Source: an optimization exercise on an open RTL-to-GDS flow (aim: small area, a short achievable clock period and few clock cycles per item). Production flows keep margins and buffers that such runs may drop.
RTL that was checked went through simulation tests only; none was proved equivalent to the original.
Power and IR drop assume default switching activity.

## the baseline
// og_fadd
module og_fadd (
    input  wire        clk,
    input  wire        rst,         
    input  wire        in_valid,
    input  wire [63:0] a,
    input  wire [63:0] b,
    output reg         out_valid,
    output reg  [63:0] y,
    output reg         nf
);
Size in the first run: roughly 4100 cells after synthesis, roughly 0.024 mm² of cells after synthesis.
export LEC_CHECK = 0
export ABC_AREA = 1
export ABC_CLOCK_PERIOD_IN_PS = 12000
export CAP_MARGIN = 20
export CORE_MARGIN = 2
export CORE_UTILIZATION = 55
export CTS_CLUSTER_DIAMETER = 100
export CTS_CLUSTER_SIZE = 24
export SETUP_SLACK_MARGIN = 1.0
export SLEW_MARGIN = 20
export SYNTH_HIERARCHICAL = 1
create_clock -name core_clock -period 24.0 [get_ports {clk}]
standard.sh (not shown) runs the stock make flow with config.mk's settings and CLKGATE_MAP_FILE= SYNTH_SCRIPT=/design/flow/synth_recipe.tcl, a recipe that flattens the netlist after the stock synthesis.
==> flow/flow/run.sh <==
#!/bin/bash
# The standard ORFS flow (the standard.sh) with a few settings changed:
#  - timing repair aims for a larger setup margin (flow/margin.txt), so the
#    layout is optimised for a shorter achieved period;
#  - extra make settings from flow/extra.txt (one VAR=value per line).
# The clock, constraints and synthesis are the standard flow's own, unchanged.
set -euo pipefail
M=$(cat flow/margin.txt)
ARGS=()
if [[ -f flow/extra.txt ]]; then
  while IFS= read -r line; do [[ -n "$line" ]] && ARGS+=("$line"); done < flow/extra.txt
fi
# run standard.sh's make line with the changed margin and the extra settings
sed -E "s/SETUP_SLACK_MARGIN=[-0-9.]+/SETUP_SLACK_MARGIN=$M/" standard.sh > standard_mod.sh
bash standard_mod.sh "${ARGS[@]}" finish > flow_make.log 2>&1
==> flow/flow/extra.txt <==
BUFFER_PORTS_ARGS=-buffer_cell sky130_fd_sc_hd__buf_1
ADDER_MAP_FILE=
==> flow/flow/margin.txt <==
18
Here is what was changed in the inputs of the candidate compared with the baseline.
# the baseline
export LEC_CHECK = 0
export ABC_AREA = 1
export ABC_CLOCK_PERIOD_IN_PS = 12000
export CAP_MARGIN = 20
export CORE_MARGIN = 2
export CORE_UTILIZATION = 55
export CTS_CLUSTER_DIAMETER = 100
export CTS_CLUSTER_SIZE = 24
export SETUP_SLACK_MARGIN = 1.0
export SLEW_MARGIN = 20
export SYNTH_HIERARCHICAL = 1
create_clock -name core_clock -period 24.0 [get_ports {clk}]
# the candidate
export LEC_CHECK = 0
export ABC_AREA = 1
export ABC_CLOCK_PERIOD_IN_PS = 12000
export CAP_MARGIN = 20
export CORE_MARGIN = 2
export CORE_UTILIZATION = 55
export CTS_CLUSTER_DIAMETER = 100
export CTS_CLUSTER_SIZE = 20
export SETUP_SLACK_MARGIN = 1.0
export SLEW_MARGIN = 20
export SYNTH_HIERARCHICAL = 1
create_clock -name core_clock -period 24.0 [get_ports {clk}]
Notes after the runs:
The candidate: no failed stages, no open violations at the end. The baseline vs the candidate, capture point of the critical path: y[15] vs y[51]. When the candidate is measured against the baseline, its combinational cell fraction of total power turns out 0.2 points lower. From the candidate to the baseline, number of flops mapped to enable cells by yosys did not move at all. [compare] base=the baseline new=the candidate: clock power share saw an increase, final setup slack of the worst path grew by 4.7 ps, non-filler instance count after layout shows no meaningful change.
No functional check of the RTL was part of any run of this note.

---

Setup of run 1:
Another version of the RTL of og_fadd (not shown whole).
Size: about 3800 cells after synthesis, about 280 flip-flops, about 25000 sq um of cells after synthesis.
clock: 24.0 ns
lec_check: 0
abc_area: 1
abc_clock_period_in_ps: 12000
cap_margin: 20
core_margin: 2
core_utilization: 55
cts_cluster_diameter: 100
cts_cluster_size: 20
setup_slack_margin: 1.0
slew_margin: 20
synth_hierarchical: 1
==> flow/flow/extra.txt <==
BUFFER_PORTS_ARGS=-buffer_cell sky130_fd_sc_hd__buf_1
Scripts as last shown in full above: flow/flow/run.sh, flow/flow/margin.txt
Run 1 | status: complete | timing, DRC, antenna: pass
Testbench counts of run 1, summed over its fixed seeds: cycles 12,024, items 12,000.
For run 2, these inputs were changed with respect to run 1:
Settings: a deleted CTS_CLUSTER_SIZE that had been 20; a deleted CTS_CLUSTER_DIAMETER that had been 100.
==> flow/flow/extra.txt <==
BUFFER_PORTS_ARGS=-buffer_cell sky130_fd_sc_hd__buf_1
ADDER_MAP_FILE=
### Flow results
Changes observed in run 2 relative to run 1: post-CTS setup buffer count shows an increase of 5; final weighted congestion in routability-driven placement shows a reduction of about 3.4%; y dimension of the die shows a reduction of about 1.3%; total of cells resized after clock tree synthesis shows a reduction of 14; xor and xnor area share after synthesis shows an increase of 1.7 points.
Run 2 and run 1 ended up with nearly the same part of the cycle the worst path needs.
Relative to run 2, the following input files were edited for run 3:
Settings: putting CTS_CLUSTER_DIAMETER at 100 where nothing was set; swapping 20 for 10 in CAP_MARGIN; swapping 20 for 10 in SLEW_MARGIN; putting CTS_CLUSTER_SIZE at 20 where nothing was set; swapping 55 for 65 in CORE_UTILIZATION.
==> comparison <==
- In the metrics for run 2 and run 3, the one carrying the higher via count is run 3.
- Final cell utilization of the core in run 3 is 9.6 points higher than in run 2
- Higher time the final worst path needs with I/O delays and setup among run 2 and run 3: run 2
What run 4 does differently from run 3 at the input level:
Settings: SLEW_MARGIN changed from 10 to 20; CAP_MARGIN changed from 10 to 20; CORE_UTILIZATION changed from 65 to 55.
--- outcome ---
Number of iterations in the first detailed-routing pass was higher in run 3 than in run 4. Taking run 3 as the reference, in run 4 count of clock-net buffers in the final layout -4.8%; worst slack after detailed placement now smaller. Of run 4 and run 3, the higher x dimension of the die belongs to run 4. Compared to run 3, the routing of run 4 uses more wire. On final worst hold slack: between run 4 and run 3, it ends up lower for run 3. The worst setup slack after layout of run 4 exceeds that of run 3 by 3.7 ps. Taking run 3 as the reference point, the share of the core filled with cells of run 4 falls by 10 points. Relative to run 3, wire length of the first global-routing pass increased by about 5% in run 4.

---

Setup of P:
og_fadd, a different RTL version from the one above (not shown whole).
For scale: roughly 3,000 cells after synthesis, roughly 270 flip-flops, roughly 200 I/O pins.
==> flow/config.mk <==
export PLATFORM = sky130hd
export DESIGN_NAME = og_fadd
export DESIGN_NICKNAME = og_fadd
export VERILOG_FILES = /design/flow/design.v
export SDC_FILE = /design/flow/constraint.sdc
export NUM_CORES = 4
export LEC_CHECK = 0
export ABC_CLOCK_PERIOD_IN_PS = 12000
export CAP_MARGIN = 20
export CORE_MARGIN = 2
export CORE_UTILIZATION = 40
export SETUP_SLACK_MARGIN = 1.0
export SLEW_MARGIN = 20
==> flow/constraint.sdc <==
create_clock -name core_clock -period 24.0 [get_ports {clk}]
set_input_delay 4.8000 -clock core_clock [delete_from_list [all_inputs] [get_ports {clk}]]
set_output_delay 4.8000 -clock core_clock [all_outputs]
set_load 0.01 [all_outputs]
run.sh (not shown) runs the stock make flow with config.mk's settings and CLKGATE_MAP_FILE= SYNTH_SCRIPT=/design/flow/synth_recipe.tcl, a recipe that flattens the netlist after the stock synthesis.
Stock flow here: none of the scripts above is used.
Testbench counts of P, summed over its fixed seeds: cycles 12,024, items 12,000.
diff inputs: P => Q
==> flow/flow/run.sh (new file) <==
#!/bin/bash
# The standard ORFS flow with one change: timing repair aims for a larger
# setup margin, so the layout is optimised for a shorter achieved period.
# The clock, constraints and synthesis are the standard flow's own, unchanged.
set -euo pipefail
M=$(cat flow/margin.txt)
sed -E "s/SETUP_SLACK_MARGIN=[-0-9.]+/SETUP_SLACK_MARGIN=$M/" standard.sh > standard_margin.sh
bash standard_margin.sh > flow_make.log 2>&1
==> flow/flow/margin.txt (new file) <==
18
==> flow/standard.sh (new file) <==
#!/bin/bash
# synth_recipe.tcl (not shown) runs the flow's synth.tcl, then flattens the netlist and writes it again
# the make line also repeats each setting of config.mk as NAME=value (left out here)
make -C /OpenROAD-flow-scripts/flow DESIGN_CONFIG=/design/flow/config.mk WORK_HOME=/design/flow/orfs CLKGATE_MAP_FILE= SYNTH_SCRIPT=/design/flow/synth_recipe.tcl "${@:-finish}"
removed: flow/run.sh
==> comparison <==
Diff P -> Q: share of the final layout cell area in sequential cells decreased 3.4 points; worst hold slack decreased 0.012 ns.
Q: power higher than P

---

The RTL this note starts from:
==> flow/design.v <==
module og_add_pfx #(parameter W = 57) (
    input  wire [W-1:0] a,
    input  wire [W-1:0] b,
    input  wire         ci,
    output wire [W-1:0] s
);
    localparam L = 6;    
    wire [W:0] g0 = {a & b, ci};
    wire [W:0] p0 = {a ^ b, 1'b0};
    wire [W:0] g [0:L];
    wire [W:0] p [0:L];
    assign g[0] = g0;
    assign p[0] = p0;
    genvar k, i;
    generate
        for (k = 0; k < L; k = k + 1) begin : lev
            for (i = 0; i <= W; i = i + 1) begin : bit_
                if (((i >> k) & 1) == 1) begin : comb
                    localparam integer J = ((i >> k) << k) - 1;
                    assign g[k+1][i] = g[k][i] | (p[k][i] & g[k][J]);
                    assign p[k+1][i] = p[k][i] & p[k][J];
                end else begin : pass
                    assign g[k+1][i] = g[k][i];
                    assign p[k+1][i] = p[k][i];
                end
            end
        end
    endgenerate
    assign s = p0[W:1] ^ g[L][W-1:0];
endmodule
module og_inc_pfx #(parameter W = 63) (
    input  wire [W-1:0] a,
    input  wire         ci,
    output wire [W-1:0] s
);
    localparam L = 6;    
    wire [W:0] p [0:L];
    assign p[0] = {a, ci};
    genvar k, i;
    generate
        for (k = 0; k < L; k = k + 1) begin : lev
            for (i = 0; i <= W; i = i + 1) begin : bit_
                if (((i >> k) & 1) == 1) begin : comb
                    localparam integer J = ((i >> k) << k) - 1;
                    assign p[k+1][i] = p[k][i] & p[k][J];
                end else begin : pass
                    assign p[k+1][i] = p[k][i];
                end
            end
        end
    endgenerate
    assign s = a ^ p[L][W-1:0];
endmodule
module og_lzc64 (
    input  wire [63:0] x,
    output wire [5:0]  z
);
    wire [63:0] v0 = x;
    wire [31:0] v1;  wire [31:0] c1;
    wire [15:0] v2;  wire [31:0] c2;
    wire [7:0]  v3;  wire [23:0] c3;
    wire [3:0]  v4;  wire [15:0] c4;
    wire [1:0]  v5;  wire [9:0]  c5;
    genvar i;
    generate
        for (i = 0; i < 32; i = i + 1) begin : l1
            assign v1[i] = v0[2*i+1] | v0[2*i];
            assign c1[i] = ~v0[2*i+1];
        end
        for (i = 0; i < 16; i = i + 1) begin : l2
            assign v2[i] = v1[2*i+1] | v1[2*i];
            assign c2[2*i+1:2*i] = v1[2*i+1] ? {1'b0, c1[2*i+1]} : {1'b1, c1[2*i]};
        end
        for (i = 0; i < 8; i = i + 1) begin : l3
            assign v3[i] = v2[2*i+1] | v2[2*i];
            assign c3[3*i+2:3*i] = v2[2*i+1] ? {1'b0, c2[4*i+3:4*i+2]} : {1'b1, c2[4*i+1:4*i]};
        end
        for (i = 0; i < 4; i = i + 1) begin : l4
            assign v4[i] = v3[2*i+1] | v3[2*i];
            assign c4[4*i+3:4*i] = v3[2*i+1] ? {1'b0, c3[6*i+5:6*i+3]} : {1'b1, c3[6*i+2:6*i]};
        end
        for (i = 0; i < 2; i = i + 1) begin : l5
            assign v5[i] = v4[2*i+1] | v4[2*i];
            assign c5[5*i+4:5*i] = v4[2*i+1] ? {1'b0, c4[8*i+7:8*i+4]} : {1'b1, c4[8*i+3:8*i]};
        end
    endgenerate
    assign z = v5[1] ? {1'b0, c5[9:5]} : {1'b1, c5[4:0]};
endmodule
module og_shamt (
    input  wire [10:0] e,
    input  wire [10:0] f,
    output wire [5:0]  sh
);
    wire [10:0] d;
    og_add_pfx #(.W(11)) u_sub (.a(e), .b(~f), .ci(1'b1), .s(d));
    assign sh = d[5:0] | {6{|d[10:6]}};
endmodule
module og_add_bk #(parameter W = 57) (
    input  wire [W-1:0] a,
    input  wire [W-1:0] b,
    input  wire         ci,
    output wire [W-1:0] s
);
    localparam L = 6;       
    localparam N = W + 1;   
    wire [N-1:0] g0 = {a & b, ci};
    wire [N-1:0] p0 = {a ^ b, 1'b0};
    wire [N-1:0] gu [0:L];
    wire [N-1:0] pu [0:L];
    assign gu[0] = g0;
    assign pu[0] = p0;
    genvar k, i;
    generate
        for (k = 0; k < L; k = k + 1) begin : up
            for (i = 0; i < N; i = i + 1) begin : bit_
                if (((i + 1) % (2 << k)) == 0 && i >= (1 << k)) begin : comb
                    assign gu[k+1][i] = gu[k][i] | (pu[k][i] & gu[k][i - (1 << k)]);
                    assign pu[k+1][i] = pu[k][i] & pu[k][i - (1 << k)];
                end else begin : pass
                    assign gu[k+1][i] = gu[k][i];
                    assign pu[k+1][i] = pu[k][i];
                end
            end
        end
    endgenerate
    wire [N-1:0] gd [0:L];
    assign gd[L] = gu[L];
    generate
        for (k = L - 1; k >= 0; k = k - 1) begin : dn
            for (i = 0; i < N; i = i + 1) begin : bit_
                if (((i + 1) % (2 << k)) == (1 << k) && i >= (2 << k)) begin : comb
                    assign gd[k][i] = gd[k+1][i] | (pu[k][i] & gd[k+1][i - (1 << k)]);
                end else begin : pass
                    assign gd[k][i] = gd[k+1][i];
                end
            end
        end
    endgenerate
    assign s = p0[N-1:1] ^ gd[0][N-2:0];
endmodule
module og_fadd (
    input  wire        clk,
    input  wire        rst,         
    input  wire        in_valid,
    input  wire [63:0] a,
    input  wire [63:0] b,
    output reg         out_valid,
    output reg  [63:0] y,
    output reg         nf
);
    wire [10:0] ea_in = a[62:52];
    wire [10:0] eb_in = b[62:52];
    wire [5:0]  cab, cba;
    og_shamt u_shab (.e(ea_in), .f(eb_in), .sh(cab));
    og_shamt u_shba (.e(eb_in), .f(ea_in), .sh(cba));
    reg        v0;
    reg [63:0] a0, b0;
    reg        swap0;           
    reg [5:0]  shab0, shba0;    
    always @(posedge clk) begin
        if (rst) v0 <= 1'b0;
        else     v0 <= in_valid;
        a0    <= a;
        b0    <= b;
        swap0 <= (b[62:52] > a[62:52]);
        shab0 <= cab;
        shba0 <= cba;
    end
    wire [10:0] ea = a0[62:52];
    wire [10:0] eb = b0[62:52];
    wire        ha = |ea;
    wire        hb = |eb;
    wire [10:0] ea1 = {ea[10:1], ea[0] | ~ha};
    wire [10:0] eb1 = {eb[10:1], eb[0] | ~hb};
    wire        swap = swap0;
    wire [10:0] xl   = swap ? eb1 : ea1;
    wire [52:0] ml   = swap ? {hb, b0[51:0]} : {ha, a0[51:0]};
    wire [52:0] ms   = swap ? {ha, a0[51:0]} : {hb, b0[51:0]};
    wire        sub  = a0[63] ^ b0[63];
    wire [10:0] eam1 = ea - 11'd1;
    wire [10:0] ebm1 = eb - 11'd1;
    wire [5:0]  cam1 = eam1[5:0] | {6{|eam1[10:6]}};
    wire [5:0]  cbm1 = ebm1[5:0] | {6{|ebm1[10:6]}};
    wire [5:0]  shab = hb ? shab0 : (ha ? cam1 : 6'd0);
    wire [5:0]  shba = ha ? shba0 : (hb ? cbm1 : 6'd0);
    wire [5:0]  sh   = swap ? shba : shab;
    wire        ee  = (ea == eb);
    wire        sgt = ee & (b0[51:0] > a0[51:0]);    
    wire        rev = sub & sgt;
    wire        eq  = ee & (b0[51:0] == a0[51:0]);
    wire        sl  = (swap ? b0[63] : a0[63]) ^ rev;
    wire [55:0] x0 = {ms, 3'b000};
    wire [55:0] x1 = sh[5] ? {32'd0, x0[55:32]} : x0;
    wire        t1 = sh[5] & (|x0[31:0]);
    wire [55:0] x2 = sh[4] ? {16'd0, x1[55:16]} : x1;
    wire        t2 = t1 | (sh[4] & (|x1[15:0]));
    wire [55:0] x3 = sh[3] ? {8'd0, x2[55:8]} : x2;
    wire        t3 = t2 | (sh[3] & (|x2[7:0]));
    wire [55:0] x4 = sh[2] ? {4'd0, x3[55:4]} : x3;
    wire        t4 = t3 | (sh[2] & (|x3[3:0]));
    wire [55:0] x5 = sh[1] ? {2'd0, x4[55:2]} : x4;
    wire        t5 = t4 | (sh[1] & (|x4[1:0]));
    wire [55:0] x6 = sh[0] ? {1'd0, x5[55:1]} : x5;
    wire        t6 = t5 | (sh[0] & x5[0]);
    wire [55:0] al = {x6[55:1], x6[0] | t6};
    wire [56:0] s1;
    og_add_bk #(.W(57)) u_add (
        .a  ({1'b0, ml, 3'b000} ^ {57{rev}}),
        .b  ({1'b0, al} ^ {57{sub & ~rev}}),
        .ci (sub),
        .s  (s1)
    );
    wire sg1 = sl & ~(sub & eq);
    reg        v1;
    reg [56:0] s2;
    reg [10:0] xp2;             
    reg        sg2;
    always @(posedge clk) begin
        if (rst) v1 <= 1'b0;
        else     v1 <= v0;
        s2  <= s1;
        xp2 <= xl + 11'd1;
        sg2 <= sg1;
    end
    reg [56:0] stop;
    integer j;
    always @(*) begin
        for (j = 0; j < 57; j = j + 1)
            stop[j] = (xp2 == 11'd57 - j[10:0]);
    end
    wire [5:0] lz;
    og_lzc64 u_lzc (.x({s2 | stop, 7'h7F}), .z(lz));
    wire [56:0] n1 = lz[5] ? {s2[24:0], 32'd0} : s2;
    wire [56:0] n2 = lz[4] ? {n1[40:0], 16'd0} : n1;
    wire [56:0] n3 = lz[3] ? {n2[48:0], 8'd0}  : n2;
    wire [56:0] n4 = lz[2] ? {n3[52:0], 4'd0}  : n3;
    wire [56:0] n5 = lz[1] ? {n4[54:0], 2'd0}  : n4;
    wire [56:0] n6 = lz[0] ? {n5[55:0], 1'd0}  : n5;
    wire [55:0] n  = {n6[56:2], n6[1] | n6[0]};
    wire [10:0] ex;
    og_add_pfx #(.W(11)) u_ex (.a(xp2), .b({5'h1F, ~lz}), .ci(1'b1), .s(ex));
    wire        inc = n[2] & (n[1] | n[0] | n[3]);
    wire [62:0] rounded;
    og_inc_pfx #(.W(63)) u_inc (
        .a  ({ex & {11{n[55]}}, n[54:3]}),
        .ci (inc),
        .s  (rounded)
    );
    wire nf2 = (&rounded[62:52]) | (s2[56] & (xp2 == 11'd2047));
    always @(posedge clk) begin
        if (rst) out_valid <= 1'b0;
        else     out_valid <= v1;
        y  <= {sg2, rounded};
        nf <= nf2;
    end
endmodule
==> flow/config.mk <==
export PLATFORM = sky130hd
export DESIGN_NAME = og_fadd
export DESIGN_NICKNAME = og_fadd
export VERILOG_FILES = /design/flow/design.v
export SDC_FILE = /design/flow/constraint.sdc
export NUM_CORES = 4
export LEC_CHECK = 0
export ABC_AREA = 1
export ABC_CLOCK_PERIOD_IN_PS = 12000
export CAP_MARGIN = 20
export CORE_MARGIN = 2
export CORE_UTILIZATION = 65
export SETUP_SLACK_MARGIN = 1.0
export SLEW_MARGIN = 20
export SYNTH_HIERARCHICAL = 1
==> flow/constraint.sdc <==
create_clock -name core_clock -period 24.0 [get_ports {clk}]
set_input_delay 4.8000 -clock core_clock [delete_from_list [all_inputs] [get_ports {clk}]]
set_output_delay 4.8000 -clock core_clock [all_outputs]
set_load 0.01 [all_outputs]
standard.sh (not shown) runs the stock make flow with config.mk's settings and CLKGATE_MAP_FILE= SYNTH_SCRIPT=/design/flow/synth_recipe.tcl, a recipe that flattens the netlist after the stock synthesis.
==> flow/flow/run.sh <==
#!/bin/bash
# The standard ORFS flow (the standard.sh) with a few settings changed:
#  - timing repair aims for a larger setup margin (flow/margin.txt), so the
#    layout is optimised for a shorter achieved period;
#  - extra make settings from flow/extra.txt (one VAR=value per line).
# The clock, constraints and synthesis are the standard flow's own, unchanged.
set -euo pipefail
M=$(cat flow/margin.txt)
ARGS=()
if [[ -f flow/extra.txt ]]; then
  while IFS= read -r line; do [[ -n "$line" ]] && ARGS+=("$line"); done < flow/extra.txt
fi
# run standard.sh's make line with the changed margin and the extra settings
sed -E "s/SETUP_SLACK_MARGIN=[-0-9.]+/SETUP_SLACK_MARGIN=$M/" standard.sh > standard_mod.sh
bash standard_mod.sh "${ARGS[@]}" finish > flow_make.log 2>&1
==> flow/flow/extra.txt <==
BUFFER_PORTS_ARGS=-buffer_cell sky130_fd_sc_hd__buf_1
==> flow/flow/margin.txt <==
18
Then changed:
Settings changed: CORE_UTILIZATION 65 to 55.
=> Design area is about the same. Global-route usage shrinks by 4.8 points. Total power barely changes. First-iteration DRC count drops by 15%. Routed wire length decreases by about 1.6%. Sequential power is about the same. Clock power goes up by about 2%. Count of clock-buffer cells in the layout goes up by 4. Worst setup slack improved by 0.034 ns. Core utilization came out lower by 11 points.
Function was not checked in any run of this note: the RTL went through the layout flow alone.

[afterwards: timing with drivers on the ports]
Ports are ideal in the flow. The routed layouts listed here were re-timed in OpenROAD.
Step 1: set_driving_cell puts a clkbuf_16 on clk and a buf_2 on each other input, an assumption about the parent block.
Step 2 also shifts input and output timing later by t, the mid clock arrival at the registers, as if the neighbouring blocks saw the same clock.
a / b / c = ideal / step 1 / step 2; a / b = the first two.
| run | t (ns) | setup slack, ns | latest minus earliest clock arrival (ns) | worst data-port slew with drivers (ns) | pins driven straight from the clock port |
|---|---|---|---|---|---|
| the baseline | 0.598 | 18.158 / 18.099 / 17.681 | 0.021 / 0.020 | 0.05 | 1 |
| the candidate | 0.595 | 18.162 / 18.102 / 17.670 | 0.034 / 0.034 | 0.05 | 1 |
| run 1 | 0.605 | 18.108 / 18.083 / 17.520 | 0.023 / 0.023 | 0.04 | 1 |
| run 2 | 0.628 | 18.137 / 18.077 / 17.592 | 0.022 / 0.022 | 0.05 | 1 |
| run 3 | 0.593 | 18.170 / 18.111 / 17.707 | 0.019 / 0.019 | 0.04 | 1 |
| run 4 | 0.595 | 18.174 / 18.113 / 17.633 | 0.025 / 0.024 | 0.05 | 1 |
| P | 0.657 | 13.542 / 13.542 / 13.542 | 0.031 / 0.031 | 0.06 | 1 |
| Q | 0.655 | 16.048 / 16.048 / 16.048 | 0.032 / 0.032 | 0.07 | 1 |
| the first run of note 4 | 0.637 | 17.964 / 17.938 / 17.301 | 0.015 / 0.015 | 0.08 | 1 |
| the second run of note 4 | 0.631 | 17.997 / 17.986 / 17.355 | 0.021 / 0.021 | 0.08 | 1 |
After both steps setup and hold are still met in every run listed. For the first run of note 4, which loses most, drivers alone change the setup slack by -0.026 ns; drivers and shift together by -0.663 ns.
